From an optimization exercise on the open Yosys and OpenROAD flow, aimed at small area, a short achievable clock period and few clock cycles per item; shortcuts taken in it are not production practice.
Function was checked by simulation only, so behaviour that the tests miss may differ from the original.

[flow/design.v]
module fsk_demod (
    input  wire        clk,
    input  wire        rst,           
    input  wire        start,
    input  wire [17:0] cfg_sr,
    input  wire [21:0] cfg_thresh,
    input  wire [16:0] cfg_nsamp,      
    output wire        busy,
    output reg         done,
    output reg  [16:0] bitcount,
    input  wire        s_valid,
    output wire        s_ready,
    input  wire [15:0] s_cur,
    input  wire [15:0] s_del,
    output reg         w_valid,
    input  wire        w_ready,
    output reg  [10:0] w_addr,
    output reg  [31:0] w_data
);
    localparam [2:0] ST_IDLE  = 3'd0,
                     ST_UDIV  = 3'd1,    
                     ST_SAMP  = 3'd2,    
                     ST_RDIV  = 3'd3,    
                     ST_PACK  = 3'd4,    
                     ST_WRITE = 3'd5,    
                     ST_FLUSH = 3'd6,    
                     ST_ROUND = 3'd7;    
    localparam [1:0] LVL_0   = 2'd0,
                     LVL_127 = 2'd1,
                     LVL_254 = 2'd2;
    reg  [2:0]  state;
    reg  [17:0] sr;
    reg  [21:0] thresh;
    reg  [16:0] nsamp;
    reg  [8:0]  unit;
    reg  [16:0] icnt;         
    reg  [8:0]  wcnt;         
    reg  [16:0] win_lo;       
    reg  [16:0] run_start;    
    reg  signed [47:0] acc;   
    reg  [1:0]  prev_lvl;     
    reg         last_seen;    
    reg  [24:0] div_q;        
    reg  [18:0] div_r;        
    reg  [17:0] div_d;        
    reg  [4:0]  div_cnt;
    reg         run_bit;      
    reg  [16:0] krem;         
    reg  [5:0]  wfill;        
    reg  [31:0] w_buf;
    reg         flushing;
    assign busy    = (state != ST_IDLE);
    assign s_ready = (state == ST_SAMP);
    wire signed [31:0] prod   = $signed(s_cur) * $signed(s_del);
    wire signed [47:0] corr   = {{15{prod[31]}}, prod, 1'b0};
    wire signed [47:0] sum    = acc + corr;
    wire signed [47:0] t_pos  = $signed({26'd0, thresh});
    wire signed [47:0] t_neg  = -t_pos;
    wire [1:0]  lvl = (sum > t_pos) ? LVL_254 :
                      (sum < t_neg) ? LVL_0   : LVL_127;
    wire        s_fire     = s_valid && s_ready;
    wire        last_samp  = (icnt == nsamp - 17'd1);
    wire        win_end    = (wcnt == unit - 9'd1) || last_samp;
    wire        first_win  = (win_lo == 17'd0);
    wire        run_ends   = !first_win && (lvl != prev_lvl);
    wire [16:0] rl         = win_lo - run_start;
    wire [24:0] rl_x300    = {8'd0, rl} * 25'd300;
    wire [18:0] div_sh   = {div_r[17:0], div_q[24]};
    wire        div_ge   = (div_sh >= {1'b0, div_d});
    wire [18:0] div_rn   = div_ge ? (div_sh - {1'b0, div_d}) : div_sh;
    wire [24:0] div_qn   = {div_q[23:0], div_ge};
    wire [19:0] rem2     = {div_r, 1'b0};
    wire        round_up = (rem2 > {2'd0, div_d}) ||
                           ((rem2 == {2'd0, div_d}) && div_q[0]);
    wire [16:0] k_bits   = div_q[16:0] + {16'd0, round_up};
    wire [5:0]  space    = 6'd32 - wfill;
    wire [5:0]  take     = (krem < {11'd0, space}) ? krem[5:0] : space;
    wire [31:0] ones     = ~(32'hFFFF_FFFF << take);
    wire [31:0] add_bits = run_bit ? (ones << wfill[4:0]) : 32'd0;
    always @(posedge clk) begin
        if (rst) begin
            state     <= ST_IDLE;
            done      <= 1'b0;
            bitcount  <= 17'd0;
            w_valid   <= 1'b0;
            w_addr    <= 11'd0;
            w_data    <= 32'd0;
            sr        <= 18'd0;
            thresh    <= 22'd0;
            nsamp     <= 17'd0;
            unit      <= 9'd0;
            icnt      <= 17'd0;
            wcnt      <= 9'd0;
            win_lo    <= 17'd0;
            run_start <= 17'd0;
            acc       <= 48'sd0;
            prev_lvl  <= LVL_127;
            last_seen <= 1'b0;
            div_q     <= 25'd0;
            div_r     <= 19'd0;
            div_d     <= 18'd0;
            div_cnt   <= 5'd0;
            run_bit   <= 1'b0;
            krem      <= 17'd0;
            wfill     <= 6'd0;
            w_buf     <= 32'd0;
            flushing  <= 1'b0;
        end else begin
            done <= 1'b0;
            case (state)
            ST_IDLE: begin
                if (start) begin
                    sr        <= cfg_sr;
                    thresh    <= cfg_thresh;
                    nsamp     <= cfg_nsamp;
                    bitcount  <= 17'd0;
                    w_addr    <= 11'd0;
                    icnt      <= 17'd0;
                    wcnt      <= 9'd0;
                    win_lo    <= 17'd0;
                    run_start <= 17'd0;
                    acc       <= 48'sd0;
                    prev_lvl  <= LVL_127;
                    last_seen <= 1'b0;
                    wfill     <= 6'd0;
                    w_buf     <= 32'd0;
                    flushing  <= 1'b0;
                    div_q     <= {7'd0, cfg_sr};
                    div_r     <= 19'd0;
                    div_d     <= 18'd1000;
                    div_cnt   <= 5'd24;
                    state     <= ST_UDIV;
                end
            end
            ST_UDIV: begin
                div_q   <= div_qn;
                div_r   <= div_rn;
                div_cnt <= div_cnt - 5'd1;
                if (div_cnt == 5'd0) begin
                    unit  <= div_qn[8:0];
                    state <= (nsamp == 17'd0) ? ST_FLUSH : ST_SAMP;
                end
            end
            ST_SAMP: begin
                if (s_fire) begin
                    icnt <= icnt + 17'd1;
                    if (win_end) begin
                        acc    <= 48'sd0;
                        wcnt   <= 9'd0;
                        win_lo <= icnt + 17'd1;
                        prev_lvl <= lvl;
                        if (run_ends) begin
                            run_bit   <= (prev_lvl != LVL_0);
                            run_start <= win_lo;
                            div_q     <= rl_x300;
                            div_r     <= 19'd0;
                            div_d     <= sr;
                            div_cnt   <= 5'd24;
                            state     <= ST_RDIV;
                        end else if (last_samp) begin
                            state <= ST_FLUSH;
                        end
                    end else begin
                        acc  <= sum;
                        wcnt <= wcnt + 9'd1;
                    end
                    if (last_samp)
                        last_seen <= 1'b1;
                end
            end
            ST_RDIV: begin
                div_q   <= div_qn;
                div_r   <= div_rn;
                div_cnt <= div_cnt - 5'd1;
                if (div_cnt == 5'd0)
                    state <= ST_ROUND;
            end
            ST_ROUND: begin
                krem  <= k_bits;
                state <= ST_PACK;
            end
            ST_PACK: begin
                if (krem == 17'd0) begin
                    state <= last_seen ? ST_FLUSH : ST_SAMP;
                end else begin
                    w_buf    <= w_buf | add_bits;
                    wfill    <= wfill + take;
                    krem     <= krem - {11'd0, take};
                    bitcount <= bitcount + {11'd0, take};
                    if (wfill + take == 6'd32) begin
                        w_valid <= 1'b1;
                        w_data  <= w_buf | add_bits;
                        state   <= ST_WRITE;
                    end
                end
            end
            ST_WRITE: begin
                if (w_ready) begin
                    w_valid <= 1'b0;
                    w_addr  <= w_addr + 11'd1;
                    w_buf   <= 32'd0;
                    wfill   <= 6'd0;
                    if (flushing) begin
                        done  <= 1'b1;
                        state <= ST_IDLE;
                    end else begin
                        state <= ST_PACK;
                    end
                end
            end
            ST_FLUSH: begin
                if (wfill != 6'd0) begin
                    w_valid  <= 1'b1;
                    w_data   <= w_buf;
                    flushing <= 1'b1;
                    state    <= ST_WRITE;
                end else begin
                    done  <= 1'b1;
                    state <= ST_IDLE;
                end
            end
            default: state <= ST_IDLE;
            endcase
        end
    end
endmodule
[flow/run.sh]
#!/bin/bash
# synth_recipe.tcl (not shown) runs the flow's synth.tcl, then flattens the netlist and writes it again
# the make line also repeats each setting of config.mk as NAME=value (left out here)
make -C /OpenROAD-flow-scripts/flow DESIGN_CONFIG=/design/flow/config.mk WORK_HOME=/design/flow/orfs CLKGATE_MAP_FILE= SYNTH_SCRIPT=/design/flow/synth_recipe.tcl finish
[flow/config.mk]
export PLATFORM = sky130hd
export DESIGN_NAME = fsk_demod
export DESIGN_NICKNAME = fsk_demod
export VERILOG_FILES = /design/flow/design.v
export SDC_FILE = /design/flow/constraint.sdc
export NUM_CORES = 4
export LEC_CHECK = 0
export CAP_MARGIN = 20
export CORE_MARGIN = 2
export CORE_UTILIZATION = 40
export SLEW_MARGIN = 20
[flow/constraint.sdc]
create_clock -name core_clock -period 15.0 [get_ports {clk}]
set_input_delay 3.0000 -clock core_clock [delete_from_list [all_inputs] [get_ports {clk}]]
set_output_delay 3.0000 -clock core_clock [all_outputs]
set_load 0.01 [all_outputs]
==> notes.md <==
final cells by class:
type / instances / area [µm²]
diodes: 1 / 2.50
clock buffers: 63 / 1250
clock inverters: 17 / 260
fillers: 8985 / 49000
inverters: 557 / 2090
multi-input cells: 3385 / 26400
flip-flops and latches: 365 / 7310
well taps: 1176 / 1470
repair buffers: 276 / 2550
flip-flops by register name (all words and copies together), names as in the netlist, 2 cells and up:
signal and cells:
div_d 18, krem 17, nsamp 17, state 3, prev_lvl 2, w_data 32
acc 47, div_r 19, thresh 22, unit 9, run_start 17, wcnt 9
wfill 6, win_lo 17, div_q 25, w_buf 32, div_cnt 5, w_addr 11
icnt 17, sr 18, bitcount 17
cells in the mapped netlist, drive strengths merged (30+ instances only):
master | instances | area share, %
a21oi | 297 | 4.1
ha | 324 | 11
inv | 550 | 5.6
xor2 | 95 | 2.3
nor3 | 95 | 1.3
o21a | 48 | 0.99
a21o | 81 | 1.7
a22oi | 80 | 1.6
o21ai | 182 | 2.5
nand3 | 86 | 1.2
nor2 | 408 | 4.2
and3 | 30 | 0.51
a22o | 40 | 0.96
mux2i | 41 | 1.1
o211ai | 30 | 0.63
fa | 294 | 16
clkbuf | 194 | 2.0
nor4 | 34 | 0.63
a211oi | 45 | 0.94
nand4 | 39 | 0.67
nand2 | 454 | 4.7
and2 | 134 | 2.3
xnor2 | 134 | 3.2
dfxtp | 365 | 20
per-stage QoR:
stage	utilization (%)	area (µm²)	hold WS, ps	std cells
final	45.7	41300	455	5840
after global routing	45.7	41300	473	5839
after CTS	45.7	41200	456	5839
after detailed placement	44.0	39700	444	5759
after global placement	44.0	39700	436	5759
after floorplan	-	36600	423	4524
worst max-delay path: cells and delay by family:
kind                     cells  cell delay, ps
XOR/XNOR                     2             420
adder cells (fa/ha/maj)      9            4040
buffers and inverters       10            1770
AND/OR/NAND/NOR             12            1850
AO/OA/AOI/OAI               16            3290
multiplexers                 1             250
path summary, 6_finish.rpt:
check / end / slack, ps / cells after the start
worst max-delay path: div_d[17] / 870 / 50
worst min-delay path: sr[16] / 460 / 2
worst max register to register: div_q[23] / 7290 / 33
worst min register to register: sr[16] / 460 / 2
placed cells by master (no fill, tap or decap), types with 13 or more instances in the layout:
cell type,count
a21o_1,81
xor2_1,95
a31oi_1,22
nand2b_1,28
o221ai_1,14
o211ai_1,29
fa_1,294
nand4_1,39
a211oi_1,44
and2_1,133
and3_1,30
nor4_1,30
a31o_2,15
a22oi_1,80
o21bai_1,17
clkbuf_1,13
a22o_1,40
dfxtp_1,365
o21a_1,48
inv_1,548
o22ai_1,18
or3_1,24
nor3_1,93
a221oi_1,23
o31ai_1,20
clkdlybuf4s50_1,144
a21oi_1,295
mux2i_1,41
nand3_1,86
clkbuf_16,46
buf_4,115
nor2b_1,24
nor2_1,407
mux2_2,17
o21ai_0,168
ha_1,322
xnor2_1,134
nand2_1,453
routing by layer:
| layer | global-route usage (%) | routed length (µm) | vias up |
|---|---|---|---|
| met5 | 0 | 0 | - |
| met4 | 5.04 | 2140 | 0 |
| met1 | 32.4 | 50300 | 15400 |
| li1 | - | - | 15600 |
| met3 | 3.03 | 6030 | 108 |
| met2 | 33.8 | 45400 | 807 |
cell families (layout without fill, tap and decap cells):
logic type               after synthesis  count (layout)  synth area share, %
AO/OA/AOI/OAI                       1063            1063                 19.5
flip-flops                           365             365                 20.0
AND/OR/NAND/NOR                     1412            1412                 17.9
adder cells (fa/ha/maj)              619             619                 27.2
XOR/XNOR                             230             230                 5.55
other                                  0               1                    0
buffers and inverters                774             913                 8.05
multiplexers                          61              61                 1.83
==> results.cfg <==
[floorplanning]
num_rows = 110
initial_utilization_pct = 40.5
die_area_um2 = 93800
fp.coreArea_um2 = 90300
die_width_um = 306
die_y_um = 306
io_pins = 158

[worst_setup_path]
crit_arrival_ps = 14650
critical_path.max_fanout = 29
crit_path_start = s_cur[7]
end_kind = register
crit_type = in -> reg
cp-start-kind = input port
critPathSlowestCell = fa_1
r2r-start = run_start[1]
cpMostUsedCell = fa_1
critPathRequiredTime_ps = 15520
max_stage_delay_ps = 560

[yosys]
netlist_instances = 4524
synthArstFlopShare_pct = 0
synthDistinctLibCells = 97
yosys_warnings = 1
synth_edf_count = 0
syn_nets = 5236
ys_seq_elements = 365
ys.flop_type = dfxtp_1
seq_area_frac_synth_pct = 20.0
mappedNetlistArea_um2 = 36600
syn_avg_cell_area_um2 = 8.08

[drt]
wire_per_inst_um = 17.8
drt_iter0_markers = 2156
via_per_inst = 5.46
dr.pass1.iters = 5
vias = 31900
finalWirelength_um = 104000
antenna_left = 0
drc = 0

[place]
dp_hpwl_um = 81500
place_congestion = 0.911
dp_worst_setup_slack_ps = 21.8
numPortBuffers = 157

[sta]
final-max-slew-violation-count = 0
tns_ps = 0
rsz0062_at_grt = false
relSlewSlack_pct = 22.7
finalHoldViolations = 0
tightest_slew_ps = 1150
skew_ps = 26.1
fin_ws_ps = 873
fmax_ghz = 0.0708
fin_crit_sh_pct = 94.2
post-route-min-period_ps = 14130
setup_viol = 0

[min_path]
hold_path_class = reg -> reg
hold_start = sr[16]

[global_routing]
grt_usage_pct = 21.9
grt-ovfl-total = 0
grt_max_degree = 96
grt_pass1_wl_um = 168000
grt_antenna_before_repair = 1
first_global_vias = 30600

[clock_tree]
htree_levels = 2
cts_setup_buffers = 0
cts_buffers = 44
cts_resized = 0
clock_latency_ps = 590
cts_buffer_depth = 3
cts_sinks = 365
ctsHoldBuffers = 0
cts_tree = yes
ctsRootBufferMaster = clkbuf_16
path_clk_slew_ps = 60

[finish]
final_layout_size_suffix_gt1_share_pct = 5.81
num-nets-final = 5341
area_delta_synth_final_pct = 13.0

[outcome]
status = timing/DRC/antenna clean

[job]
cap_viol_max_count = 0
Testbench counts, summed over its fixed seeds: cycles 143,561, samples 95,084.

## re-timing with driven ports
The results above use ideal ports. As a check the final layout listed here was re-extracted and re-timed, cells and wires unchanged. Step 1, drivers: a clkbuf_16 drives clk and a buf_2 each remaining input, both assumed. Step 2 times the ports against the registers' clock, not the clock port: input delays grow and output delays shrink by t, the midpoint of the rising clock arrivals with the driver on. Slacks: no drivers / after step 1 / after step 2; pairs: no drivers / after step 1.
t (ns): 0.643
setup WS [ns]: 0.873 / 0.916 / 0.273
slew at the worst register clock pin (ns): 0.06 / 0.06
worst slew at a driven data input, ns: 0.12
After both steps setup and hold are still met in this run. For this run, drivers alone change the setup slack by +0.043 ns; drivers and shift together by -0.600 ns.
